This design comes from an exercise in tuning for small area on the open sky130 flow, not from production work.
RTL that was checked went through simulation tests only; none was proved equivalent to the original.

==> v34: inputs <==
==> flow/design.v <==
module vdl2_destuff (
    input  wire        clk,
    input  wire        rst,
    input  wire        bit_valid,
    input  wire        bit_in,
    input  wire        bit_first,
    input  wire        bit_last,
    output wire        app,          
    output wire        seg_start,    
    output wire [16:0] pos,          
    output reg  [16:0] cnt,          
    output reg         fresh,        
    output reg         pz,           
    output reg         oct_valid,
    output reg  [7:0]  oct_data,
    output reg         emit_valid,   
    output reg  [13:0] emit_idx,     
    output reg         abort_valid,
    output wire        abort_code    
);
    reg  [2:0] ones;      
    wire       v     = bit_valid & (bit_first | ~&ones);
    wire [2:0] o     = bit_first ? 3'd0 : ones;
    wire       pzs   = seg_start ? 1'b0 : pz;
    wire stuff_err = bit_in & (o == 3'd6);
    wire stuffed   = ~bit_in & (o == 3'd5);
    wire flag_end  = ~bit_in & (o == 3'd6);
    assign seg_start = bit_first | fresh;
    assign pos       = cnt;    
    assign app       = v & ~stuff_err & ~stuffed & ~flag_end;
    wire [16:0] cnt_n  = seg_start ? 17'd1 : cnt + 17'd1;
    wire flag_ok    = (cnt[2:0] == {2'b11, pz});
    wire flag_frame = flag_ok & (cnt[16:3] != 14'd0);
    wire tail_ok    = app ? (cnt_n[2:0] == 3'd0) : (cnt[2:0] == 3'd0);
    wire tail_end   = bit_last & ~flag_end & ~stuff_err;
    assign abort_code = ~&ones | fresh;
    always @(posedge clk) begin
        if (v) begin
            ones  <= bit_in ? o + 3'd1 :
                     (flag_end & ~flag_ok) ? 3'd7 : 3'd0;
            fresh <= flag_end;
            if (~bit_in & (o < 3'd5))
                pz <= 1'b1;
            else if (stuffed)
                pz <= 1'b0;
            else
                pz <= pzs;
        end
        if (app) begin
            cnt      <= cnt_n;
            oct_data <= {bit_in, oct_data[7:1]};
        end
        if (v & bit_first)
            emit_idx <= 14'd0;
        else if (emit_valid)
            emit_idx <= emit_idx + 14'd1;
    end
    always @(posedge clk) begin
        if (rst) begin
            oct_valid   <= 1'b0;
            emit_valid  <= 1'b0;
            abort_valid <= 1'b0;
        end else begin
            oct_valid   <= app & ~seg_start & (cnt[2:0] == 3'd7);
            emit_valid  <= v & ((flag_end & flag_frame) | (tail_end & tail_ok));
            abort_valid <= v & (stuff_err | (flag_end & ~flag_ok) |
                                (tail_end & ~tail_ok));
        end
    end
endmodule
module vdl2_avlc (
    input  wire        clk,
    input  wire        app,          
    input  wire        bit_in,
    input  wire        seg_start,    
    input  wire [16:0] pos,          
    input  wire [16:0] cnt,          
    input  wire        flag,         
    input  wire        pz,           
    output wire [1:0]  status,       
    output wire [13:0] len,
    output wire [23:0] dst_id,
    output wire [2:0]  dst_type,
    output wire        dst_status,
    output wire [23:0] src_id,
    output wire [2:0]  src_type,
    output wire        src_status,
    output wire [1:0]  ctl_kind,     
    output wire [2:0]  ctl_ns,
    output wire [2:0]  ctl_nr,
    output wire        ctl_pf,
    output wire [1:0]  ctl_sfunc,
    output wire [7:0]  ctl_ufunc,
    output wire [1:0]  route,        
    output wire [1:0]  proto         
);
    localparam [15:0] CRC_GOOD  = 16'hF0B8;
    localparam [15:0] CRC_GOOD6 = 16'hD92F;   
    localparam [15:0] CRC_GOOD7 = 16'h4F85;   
    reg [15:0] crc;
    reg [63:0] hdr;    
    reg        sig;    
    wire [15:0] c = seg_start ? 16'hFFFF : crc;
    wire [15:0] x = {c[15:1], c[0] ^ bit_in};
    wire hdr_bit = ~seg_start & (((pos[16:6] == 11'd0) & (pos[2:0] != 3'd0)) |
                                 (pos[16:3] == 14'd8));
    wire sig_bit = ~seg_start & ((pos[16:3] == 14'd9) | (pos[16:3] == 14'd10) |
                                 (pos[16:3] == 14'd11));
    wire sig_exp = (pos[16:3] != 14'd11) | (pos[2:0] == 3'd0);
    always @(posedge clk) begin
        if (app) begin
            crc <= x[0] ? ((x >> 1) ^ 16'h8408) : (x >> 1);
            if (hdr_bit)
                hdr <= {hdr[62:0], bit_in};
            if (sig_bit)
                sig <= ((pos[16:3] == 14'd9) & (pos[2:0] == 3'd0) | sig) &
                       (bit_in == sig_exp);
        end
    end
    wire [15:0] good = !flag ? CRC_GOOD : pz ? CRC_GOOD7 : CRC_GOOD6;
    assign len    = cnt[16:3];
    assign status = (len < 14'd11) ? 2'd1 : (crc != good) ? 2'd2 : 2'd0;
    assign dst_status = hdr[63];
    assign dst_type   = hdr[62:60];
    assign dst_id     = hdr[59:36];
    assign src_status = hdr[35];
    assign src_type   = hdr[34:32];
    assign src_id     = hdr[31:8];
    wire [7:0] ctl;
    genvar k;
    generate
        for (k = 0; k < 8; k = k + 1) begin : g_ctl
            assign ctl[k] = hdr[7 - k];
        end
    endgenerate
    assign ctl_kind  = !ctl[0] ? 2'd0 : !ctl[1] ? 2'd1 : 2'd2;
    assign ctl_ns    = ctl[3:1];
    assign ctl_nr    = ctl[7:5];
    assign ctl_pf    = ctl[4];
    assign ctl_sfunc = ctl[3:2];
    assign ctl_ufunc = ctl & 8'hEC;
    wire acars_sig = (len >= 14'd14) & sig;
    assign route = (ctl_kind == 2'd0) ? (acars_sig ? 2'd0 : 2'd1) :
                   (ctl_kind == 2'd2 && ctl_ufunc == 8'hAC) ? 2'd2 : 2'd3;
    assign proto = (route == 2'd0) ? 2'd0 : (route == 2'd1) ? 2'd1 : 2'd2;
endmodule
module vdl2_frame_stage (
    input  wire        clk,
    input  wire        rst,
    input  wire        bit_valid,
    input  wire        bit_in,
    input  wire        bit_first,
    input  wire        bit_last,
    output wire        oct_valid,
    output wire [7:0]  oct_data,
    output wire        frm_valid,
    output wire [1:0]  frm_status,
    output wire [13:0] frm_len,
    output wire [13:0] frm_idx,
    output wire [23:0] dst_id,
    output wire [2:0]  dst_type,
    output wire        dst_status,
    output wire [23:0] src_id,
    output wire [2:0]  src_type,
    output wire        src_status,
    output wire [1:0]  ctl_kind,
    output wire [2:0]  ctl_ns,
    output wire [2:0]  ctl_nr,
    output wire        ctl_pf,
    output wire [1:0]  ctl_sfunc,
    output wire [7:0]  ctl_ufunc,
    output wire [1:0]  route,
    output wire [1:0]  proto,
    output wire        abort_valid,
    output wire        abort_code
);
    wire        app, seg_start, fresh, pz;
    wire [16:0] pos, cnt;
    vdl2_destuff u_destuff (
        .clk(clk), .rst(rst),
        .bit_valid(bit_valid), .bit_in(bit_in),
        .bit_first(bit_first), .bit_last(bit_last),
        .app(app), .seg_start(seg_start), .pos(pos), .cnt(cnt),
        .fresh(fresh), .pz(pz),
        .oct_valid(oct_valid), .oct_data(oct_data),
        .emit_valid(frm_valid), .emit_idx(frm_idx),
        .abort_valid(abort_valid), .abort_code(abort_code)
    );
    vdl2_avlc u_avlc (
        .clk(clk),
        .app(app), .bit_in(bit_in), .seg_start(seg_start),
        .pos(pos), .cnt(cnt), .flag(fresh), .pz(pz),
        .status(frm_status), .len(frm_len),
        .dst_id(dst_id), .dst_type(dst_type), .dst_status(dst_status),
        .src_id(src_id), .src_type(src_type), .src_status(src_status),
        .ctl_kind(ctl_kind), .ctl_ns(ctl_ns), .ctl_nr(ctl_nr), .ctl_pf(ctl_pf),
        .ctl_sfunc(ctl_sfunc), .ctl_ufunc(ctl_ufunc),
        .route(route), .proto(proto)
    );
endmodule
==> flow/run.sh <==
#!/bin/bash
# synth_recipe.tcl (not shown) runs the flow's synth.tcl, then flattens the netlist and writes it again
# the make line also repeats each setting of config.mk as NAME=value (left out here)
make -C /OpenROAD-flow-scripts/flow DESIGN_CONFIG=/design/flow/config.mk WORK_HOME=/design/flow/orfs CLKGATE_MAP_FILE= SYNTH_SCRIPT=/design/flow/synth_recipe.tcl finish
==> flow/config.mk <==
export PLATFORM = sky130hd
export DESIGN_NAME = vdl2_frame_stage
export DESIGN_NICKNAME = vdl2_frame_stage
export VERILOG_FILES = /design/flow/design.v
export SDC_FILE = /design/flow/constraint.sdc
export NUM_CORES = 4
export LEC_CHECK = 0
export CAP_MARGIN = 20
export CORE_MARGIN = 2
export CORE_UTILIZATION = 40
export CTS_BUF_LIST = sky130_fd_sc_hd__clkbuf_4
export SLEW_MARGIN = 20
==> flow/constraint.sdc <==
create_clock -name core_clock -period 8.0 [get_ports {clk}]
set_input_delay 1.6000 -clock core_clock [delete_from_list [all_inputs] [get_ports {clk}]]
set_output_delay 1.6000 -clock core_clock [all_outputs]
set_load 0.01 [all_outputs]
==> v5 (differences from v34) <==
==> flow/design.v, changed modules only <==
module vdl2_destuff (
    input  wire        clk,
    input  wire        rst,
    input  wire        bit_valid,
    input  wire        bit_in,
    input  wire        bit_first,
    input  wire        bit_last,
    output wire        app,          
    output wire        seg_start,    
    output wire [16:0] pos,          
    output reg  [16:0] cnt,          
    output reg         fresh,        
    output reg         pz,           
    output reg         oct_valid,
    output reg  [7:0]  oct_data,
    output reg         emit_valid,   
    output reg  [13:0] emit_idx,     
    output reg         abort_valid,
    output wire        abort_code    
);
    reg  [2:0] ones;      
    wire       v     = bit_valid & (bit_first | ~&ones);
    wire [2:0] o     = bit_first ? 3'd0 : ones;
    wire       pzs   = seg_start ? 1'b0 : pz;
    wire stuff_err = bit_in & (o == 3'd6);
    wire stuffed   = ~bit_in & (o == 3'd5);
    wire flag_end  = ~bit_in & (o == 3'd6);
    assign seg_start = bit_first | fresh;
    assign pos       = cnt;    
    assign app       = v & ~stuff_err & ~stuffed & ~flag_end;
    wire [16:0] cnt_n  = seg_start ? 17'd1 : cnt + 17'd1;
    wire [16:0] cnt_carry;
    wire [13:0] idx_carry;
    assign cnt_carry[0] = 1'b1;
    assign idx_carry[0] = 1'b1;
    genvar k;
    generate
        for (k = 1; k < 17; k = k + 1) begin : g_cc
            assign cnt_carry[k] = cnt_carry[k-1] & cnt[k-1];
        end
        for (k = 1; k < 14; k = k + 1) begin : g_ic
            assign idx_carry[k] = idx_carry[k-1] & emit_idx[k-1];
        end
        for (k = 0; k < 17; k = k + 1) begin : g_cnt
            always @(posedge clk)
                if (app & (seg_start | cnt_carry[k]))
                    cnt[k] <= (k == 0) ? (seg_start | ~cnt[k]) : (~seg_start & ~cnt[k]);
        end
        for (k = 0; k < 14; k = k + 1) begin : g_idx
            always @(posedge clk)
                if ((v & bit_first) | (emit_valid & idx_carry[k]))
                    emit_idx[k] <= ~(v & bit_first) & ~emit_idx[k];
        end
    endgenerate
    wire flag_ok    = (cnt[2:0] == {2'b11, pz});
    wire flag_frame = flag_ok & (cnt[16:3] != 14'd0);
    wire tail_ok    = app ? (cnt_n[2:0] == 3'd0) : (cnt[2:0] == 3'd0);
    wire tail_end   = bit_last & ~flag_end & ~stuff_err;
    assign abort_code = ~&ones | fresh;
    always @(posedge clk) begin
        if (v) begin
            ones  <= bit_in ? o + 3'd1 :
                     (flag_end & ~flag_ok) ? 3'd7 : 3'd0;
            fresh <= flag_end;
            if (~bit_in & (o < 3'd5))
                pz <= 1'b1;
            else if (stuffed)
                pz <= 1'b0;
            else
                pz <= pzs;
        end
        if (app) begin
            oct_data <= {bit_in, oct_data[7:1]};
        end
    end
    always @(posedge clk) begin
        if (rst) begin
            oct_valid   <= 1'b0;
            emit_valid  <= 1'b0;
            abort_valid <= 1'b0;
        end else begin
            oct_valid   <= app & ~seg_start & (cnt[2:0] == 3'd7);
            emit_valid  <= v & ((flag_end & flag_frame) | (tail_end & tail_ok));
            abort_valid <= v & (stuff_err | (flag_end & ~flag_ok) |
                                (tail_end & ~tail_ok));
        end
    end
endmodule
Settings changed: CORE_UTILIZATION 40 to 60, CTS_BUF_LIST sky130_fd_sc_hd__clkbuf_4 to sky130_fd_sc_hd__clkbuf_4 sky130_fd_sc_hd__clkbuf_8.
==> v38 (differences from v34) <==
==> flow/design.v, changed modules only <==
module vdl2_destuff (
    input  wire        clk,
    input  wire        rst,
    input  wire        bit_valid,
    input  wire        bit_in,
    input  wire        bit_first,
    input  wire        bit_last,
    output wire        app,          
    output wire        seg_start,    
    output wire [16:0] pos,          
    output reg  [16:0] cnt,          
    output reg         fresh,        
    output reg         pz,           
    output reg         oct_valid,
    output reg  [7:0]  oct_data,
    output reg         emit_valid,   
    output reg  [13:0] emit_idx,     
    output reg         abort_valid,
    output wire        abort_code    
);
    reg  [2:0] ones;      
    wire       v     = bit_valid & (bit_first | ~&ones);
    wire [2:0] o     = bit_first ? 3'd0 : ones;
    wire       pzs   = seg_start ? 1'b0 : pz;
    wire stuff_err = bit_in & (o == 3'd6);
    wire stuffed   = ~bit_in & (o == 3'd5);
    wire flag_end  = ~bit_in & (o == 3'd6);
    assign seg_start = bit_first | fresh;
    assign pos       = cnt;    
    assign app       = v & ~stuff_err & ~stuffed & ~flag_end;
    wire        cnt_load = app & seg_start;
    wire        idx_clr  = v & bit_first;
    wire [17:0] cnt_t;
    wire [14:0] idx_t;
    assign cnt_t[0] = app & ~seg_start;
    assign idx_t[0] = emit_valid;
    genvar k;
    generate
        for (k = 0; k < 17; k = k + 1) begin : g_cnt
            assign cnt_t[k+1] = cnt_t[k] & cnt[k];
            always @(posedge clk)
                if (k == 0)
                    cnt[k] <= cnt_load | (cnt[k] ^ cnt_t[k]);
                else
                    cnt[k] <= ~cnt_load & (cnt[k] ^ cnt_t[k]);
        end
        for (k = 0; k < 14; k = k + 1) begin : g_idx
            assign idx_t[k+1] = idx_t[k] & emit_idx[k];
            always @(posedge clk)
                emit_idx[k] <= ~idx_clr & (emit_idx[k] ^ idx_t[k]);
        end
    endgenerate
    wire flag_ok    = (cnt[2:0] == {2'b11, pz});
    wire flag_frame = flag_ok & (cnt[16:3] != 14'd0);
    wire tail_ok    = app ? (~seg_start & (cnt[2:0] == 3'd7)) : (cnt[2:0] == 3'd0);
    wire tail_end   = bit_last & ~flag_end & ~stuff_err;
    assign abort_code = ~&ones | fresh;
    always @(posedge clk) begin
        if (v) begin
            ones  <= bit_in ? o + 3'd1 :
                     (flag_end & ~flag_ok) ? 3'd7 : 3'd0;
            fresh <= flag_end;
            if (~bit_in & (o < 3'd5))
                pz <= 1'b1;
            else if (stuffed)
                pz <= 1'b0;
            else
                pz <= pzs;
        end
        if (app) begin
            oct_data <= {bit_in, oct_data[7:1]};
        end
    end
    always @(posedge clk) begin
        oct_valid   <= app & ~seg_start & (cnt[2:0] == 3'd7);
        emit_valid  <= v & ((flag_end & flag_frame) | (tail_end & tail_ok));
        abort_valid <= v & (stuff_err | (flag_end & ~flag_ok) |
                            (tail_end & ~tail_ok));
    end
endmodule
==> flow/flow/run.sh (new file) <==
#!/bin/bash
# Standard layout with three changes to how it is made:
#  - after the standard synthesis, the combinational logic between the
#    (unchanged) registers is mapped again by ABC for area (flow/area.abc);
#  - the port buffers are the smallest buffer cell instead of a delay buffer;
#  - the clock tree uses small buffers and no dummy loads.
# Each tool's output goes to a log in this folder.
set -euo pipefail
HERE=$(pwd)
RES=$HERE/orfs/results/$FLOW_PLATFORM/vdl2_frame_stage/base
LIB=$FLOW_HOME/platforms/$FLOW_PLATFORM/lib/sky130_fd_sc_hd__tt_025C_1v80.lib
YOSYS=$FLOW_HOME/../tools/install/yosys/bin/yosys
export BUFFER_PORTS_ARGS="-buffer_cell sky130_fd_sc_hd__buf_1"
export CTS_ARGS="-sink_clustering_enable -repair_clock_nets -buf_list sky130_fd_sc_hd__clkbuf_4 -root_buf sky130_fd_sc_hd__clkbuf_8 -dont_use_dummy_load"

# 1. standard synthesis only
bash standard.sh "$RES/1_2_yosys.v" > standard_synth.log 2>&1

# cells the platform marks don't-use (config.mk: probe and lpflow cells)
DONT_USE=$(grep -oE 'cell *\( *"?sky130_fd_sc_hd__(lpflow_[a-z0-9_]+|probec?_p_8)' "$LIB" \
  | sed -E 's/.*(sky130_fd_sc_hd__)/\1/' | sort -u | sed 's/^/-dont_use /' | tr '\n' ' ')

# 2. remap the logic, keeping every register cell and its name
cp "$RES/1_2_yosys.v" "$HERE/1_2_yosys.standard.v"
cat > "$HERE/resyn.ys" <<EOY
read_liberty -ignore_miss_func $LIB
read_verilog -sv $HERE/1_2_yosys.standard.v
hierarchy -top $FLOW_TOP
setattr -mod -set keep_hierarchy 1 sky130_fd_sc_hd__edfxtp_1 sky130_fd_sc_hd__dfxtp_1
flatten
read_liberty -lib -overwrite -ignore_miss_func $LIB
hierarchy -top $FLOW_TOP
rename -hide w:*.*
opt_clean
opt -fast
abc -script $HERE/flow/area.abc -liberty $LIB $DONT_USE
setundef -zero
splitnets
opt_clean -purge
hilomap -singleton -hicell sky130_fd_sc_hd__conb_1 HI -locell sky130_fd_sc_hd__conb_1 LO
insbuf -buf sky130_fd_sc_hd__buf_1 A X
opt_clean -purge
check -assert
stat -liberty $LIB
write_verilog -noattr -noexpr -nohex -nodec $HERE/1_2_yosys.resyn.v
EOY
"$YOSYS" -s "$HERE/resyn.ys" > resyn.log 2>&1
cp "$HERE/1_2_yosys.resyn.v" "$RES/1_2_yosys.v"
touch "$RES/1_2_yosys.v"

# 3. the rest of the standard layout from the remapped netlist
bash standard.sh > standard.log 2>&1
==> flow/flow/area.abc (new file) <==
&get -n
&st
&dch -f
&nf -R 1000
&put
==> flow/standard.sh (new file) <==
#!/bin/bash
# synth_recipe.tcl (not shown) runs the flow's synth.tcl, then flattens the netlist and writes it again
# the make line also repeats each setting of config.mk as NAME=value (left out here)
make -C /OpenROAD-flow-scripts/flow DESIGN_CONFIG=/design/flow/config.mk WORK_HOME=/design/flow/orfs CLKGATE_MAP_FILE= SYNTH_SCRIPT=/design/flow/synth_recipe.tcl "${@:-finish}"
Settings changed: CORE_UTILIZATION 40 to 85, CTS_BUF_LIST sky130_fd_sc_hd__clkbuf_4 to not set.
removed: flow/run.sh
==> summary.md <==
| Metric | Value |
|---|---|
| Largest family of logic cells by synthesized area | simple AND/OR/NAND/NOR gates |
| VDD IR max | 0.0821 mV |
| Period utilization | 53.7% |
| Nonclk inv count | 8 |
| Finished Layout Cells | 696 |
| Setup TNS | 0 ns |
| Status | finished clean |
| FF-to-FF End | u_avlc.hdr[33] |
| Xor and xnor area share after synthesis | 3.56% |
| Synth Area in Adders | 0.924% |
| CTS tree | built |
| Hold Buf Count CTS | 0 |
[end of results for v34]
==> summary.md <==
| Metric | Value |
|---|---|
| Setup TNS | 0 ns |
| Synth Area in Adders | 1.42% |
| Met3 routed WL | 752 um |
| Finished Layout Cells | 602 |
| Slew HR | 36.0% |
| VDD IR max | 0.147 mV |
| FF-to-FF End | u_destuff.cnt[15] |
| Status | finished clean |
| Largest family of logic cells by synthesized area | simple AND/OR/NAND/NOR gates |
| Largest fanout on the critical path | 28 |
| Number of synthesized flops with an enable pin | 125 |
| Xor and xnor area share after synthesis | 0.831% |
| Nonclk inv count | 15 |
| Hold Buf Count CTS | 0 |
| CP Capture Point | u_destuff.cnt[15] |
| CTS tree | built |
| Gates resized, CTS repair | 0 |
[end of results for v5]
==> summary.md <==
| Metric | Value |
|---|---|
| Status | did not finish |
| Halt Stage | 3_5_place_dp |
| Tool error | [ERROR DPL-0033] detailed placement checks failed during check placement. |
| Synth warnings | 2 |
| Core Rows | 26 |
| Die W | 78.0 um |
| Die Height | 78.0 um |
| Syn Std Cell Area | 0.00466 mm^2 |
| Synth Area per Inst | 13.5 um^2 |
[end of results for v38]
For v34, only the layout was checked, not whether the RTL still works.

==> what the ideal ports hide <==
How much do the figures lean on ideal ports? The routed layouts below were timed once more, with nothing changed but the port constraints. Step 1 sets driving cells, clkbuf_16 on the clock port and buf_2 on the other inputs (assumed; they add their load-dependent delay and slew). Step 2 also shifts input and output timing later by t, the mid clock arrival at the registers, as if the neighbouring blocks saw the same clock. a / b / c = ideal / step 1 / step 2; a / b = the first two.
run	t, ns	setup WS [ns]	hold WS [ns]	slew at the worst register clock pin (ns)	pins driven straight from the clock port
v34	0.567	3.707 / 3.674 / 3.222	0.461 / 0.461 / 0.461	0.12 / 0.12	1
v5	0.441	3.374 / 3.379 / 2.938	0.445 / 0.445 / 0.445	0.07 / 0.07	1
After both steps every run listed still meets setup and hold. For v34, which loses most, drivers alone change the setup slack by -0.033 ns; drivers and shift together by -0.485 ns.
